Background: an optimization exercise with open tools, aiming at small area, a short achievable clock period and few clock cycles. Do not read the settings as production practice.
In this exercise RTL edits were held to simulation tests only and were not proved equivalent to the original.
Power and IR drop assume default switching activity.

## the reference run
## pdk_engine
module pdk_engine (
    input  wire        clk,
    input  wire        rst,
    output wire [9:0]  imem_addr,
    input  wire [15:0] imem_rdata,
    output reg         io_we,
    output reg  [3:0]  io_waddr,
    output wire [7:0]  io_wdata,
    output reg         halted,
    output reg  [2:0]  fault_code,
    output reg         fault_write,
    output wire [15:0] fault_info,
    output wire [15:0] pc_o,
    output wire [15:0] acc_o,
    output wire [7:0]  sp_o,
    output wire [7:0]  flags_o,
    output wire [31:0] cycles_o
);
    localparam F_INSN  = 3'd1;
    localparam F_DATA  = 3'd2;
    localparam F_IO    = 3'd3;
    localparam F_OPC   = 3'd5;
    localparam F_STACK = 3'd6;
    reg [15:0]  pc;       
    reg [15:0]  ir;       
    reg         irv;      
    reg         irk;      
    reg         uop2;     
    reg [9:0]   fa;       
    reg         rv;       
    reg [15:0]  acc;
    reg [31:0]  ticks;
    reg [7:0]   spm1;     
    reg [5:0]   ra;       
    reg         rst_q;    
    reg [511:0] dm;       
    reg [127:0] io;       
    reg d_ill, d_dbad, d_iobad, d_sfault;
    reg sp_push_bad, sp_pop_bad, sp_call_bad, sp_ret_bad;
    wire [7:0] sp    = io[23:16];
    wire [7:0] flags = io[7:0];
    assign imem_addr  = fa;
    assign pc_o       = pc;
    assign acc_o      = acc;
    assign sp_o       = sp;
    assign flags_o    = flags;
    assign cycles_o   = ticks;
    assign fault_info = ir;
    assign io_wdata   = acc[7:0];
    wire [15:0] w    = imem_rdata;
    wire [3:0]  wop  = w[15:12];
    wire        whi0 = (w[11:8] == 4'd0);
    wire        wlo0 = (w[7:0] == 8'd0);
    wire        w_lda = (wop == 4'h3);
    wire        w_legal = (wop <= 4'h5) && whi0 && (wop != 4'h0 || wlo0) ||
                          (wop == 4'h8) || (wop == 4'h9) ||
                          (wop >= 4'h6 && wop <= 4'hC) && whi0 && wlo0;
    wire        w_dbad  = (wop == 4'h2 || wop == 4'h3) && whi0 && (w[7:6] != 2'd0);
  ...
Size: roughly 2,100 cells after synthesis, roughly 770 flip-flops, about 140 I/O pins.
clock: 8.0 ns
lec_check: 0
cap_margin: 20
core_margin: 2
core_utilization: 70
cts_cluster_diameter: 100
cts_cluster_size: 24
place_density: 0.82
setup_slack_margin: 5
slew_margin: 20
standard.sh (not shown) runs the stock make flow with config.mk's settings and CLKGATE_MAP_FILE= SYNTH_SCRIPT=/design/flow/synth_recipe.tcl, a recipe that flattens the netlist after the stock synthesis.
==> flow/flow/run.sh <==
#!/bin/bash
# The standard layout (the standard.sh, all ORFS steps unchanged), except
# that the port buffers ORFS puts on every input and output are buf_4 cells
# rather than the library's smallest buffer, which is a slow delay cell.
# make's full output goes to standard.log here; ORFS's own per-step logs are
# under orfs/logs/.
set -euo pipefail
export BUFFER_PORTS_ARGS="-buffer_cell sky130_fd_sc_hd__buf_4"
bash standard.sh > standard.log 2>&1
Testbench counts of the reference run, summed over its fixed seeds: cycles 43,778.
Relative to the reference run, the following input files were edited for the trial run:
Settings: CORE_UTILIZATION changed from 70 to 55; PLACE_DENSITY changed from 0.82 to 0.7.
Notes after the runs:
- As far as sequential power is concerned, the reference run and the trial run perform about the same.
- Diff the reference run -> the trial run: highest achievable clock rate went up about 3.3%, total wirelength of the detailed-routed design decreased 8900 um.
- Of the trial run and the reference run, it is the trial run that has the higher depth of the critical timing path with buffers and inverters included.
- Area of combinational cells with multiple inputs: the trial run vs the reference run — no meaningful difference
- The trial run -> the reference run: number of max-slew violations in the final report delta 0, exact match
- Taking the reference run as the reference, in the trial run fraction of area in non-clock buffers now sits at about the same level, final antenna diode count lower, share of final-layout standard cells stronger than drive strength 1 now larger.
- From the reference run to the trial run the numbers moved as follows: worst setup slack went up; final count of negative-setup-slack endpoints did not really move.


Setup of job 3250:
pdk_engine, a different RTL version from the one above (not shown whole).
Size in the first run: about 2000 cells after synthesis, roughly 140 I/O pins, roughly 0.033 mm² of cells after synthesis.
clock: 8.0 ns
lec_check: 0
cap_margin: 20
core_margin: 2
core_utilization: 55
cts_cluster_diameter: 100
cts_cluster_size: 24
place_density: 0.7
setup_slack_margin: 4.9
slew_margin: 20
==> flow/flow/run.sh <==
#!/bin/bash
# The standard layout (the standard.sh, all ORFS steps unchanged), except
# that the port buffers ORFS puts on every input and output are buf_2 cells
# rather than the library's smallest buffer, which is a slow delay cell.
# make's full output goes to standard.log here; ORFS's own per-step logs are
# under orfs/logs/.
set -euo pipefail
export BUFFER_PORTS_ARGS="-buffer_cell sky130_fd_sc_hd__buf_2"
bash standard.sh > standard.log 2>&1
In summary, job 3250 completed successfully, with a layout that passed the timing, design-rule and antenna checks.
Testbench counts of job 3250, summed over its fixed seeds: cycles 43,778.
Relative to job 3250, the following input files were edited for job 1996:
Settings: a change of CTS_CLUSTER_SIZE from 24 to 20.
==> summary.txt <==
Per the final summary, job 1996 finished and its layout is clean on timing, DRC and antenna.
Comparing post-route standard cell area excluding fillers for job 3250 and job 1996, the smaller number came from job 3250.
Compared with job 3250, job 1996 has less setup slack.
Overall fraction of global-route tracks in use essentially unchanged between job 3250 and job 1996.
Of job 3250 and job 1996, the run reporting the higher via count was job 3250.
In job 1996, combinational cell fraction of total power is lower than in job 3250.
Of job 3250 and job 1996, the run reporting the higher number of global-route vias before repair was job 1996.
What job 180 does differently from job 1996 at the input level:
Settings: CTS_CLUSTER_SIZE now 24, was 20; PLACE_DENSITY now 0.8, was 0.7; CTS_BUF_LIST now sky130_fd_sc_hd__clkbuf_8 sky130_fd_sc_hd__clkbuf_16, previously not set.
[summary]
Of job 1996 and job 180, job 1996 shows the higher worst-case setup margin in the final layout, with job 180 below it. The capturing element of the worst setup path comes out io[18] in one run and fault_info[14] in the other, namely in job 1996 and job 180 respectively. Job 180 gives less wire length on met2 than job 1996 did. Clock power share ended up 2.2 points lower on job 180 than on job 1996.

-- static timing again, ports no longer ideal --
The flow's constraints put no driver on any port. The routed layouts listed below were extracted and timed again, unchanged, in two steps. Step 1, drivers: a clkbuf_16 drives clk and a buf_2 each remaining input, both assumed. Step 2 also shifts input and output timing later by t, the mid clock arrival at the registers, as if the neighbouring blocks saw the same clock. a / b / c = no drivers / after step 1 / after step 2; a / b = the first two.
| run | t (ns) | slack for setup (ns) | latest minus earliest clock arrival (ns) | worst slew at a driven data input, ns | pins driven straight from the clock port |
|---|---|---|---|---|---|
| the reference run | 0.663 | 4.863 / 4.863 / 4.508 | 0.035 / 0.035 | 0.04 | 1 |
| the trial run | 0.659 | 4.965 / 4.921 / 4.575 | 0.024 / 0.023 | 0.04 | 1 |
| job 3250 | 0.657 | 4.908 / 4.848 / 4.446 | 0.026 / 0.026 | 0.05 | 1 |
| job 1996 | 0.668 | 4.897 / 4.846 / 4.409 | 0.018 / 0.018 | 0.04 | 1 |
| job 180 | 0.659 | 4.852 / 4.793 / 4.382 | 0.034 / 0.034 | 0.04 | 1 |
After both steps every run listed still meets setup and hold. The setup slack of job 1996, which loses most, moves by -0.051 ns with the drivers and by -0.488 ns with both steps.
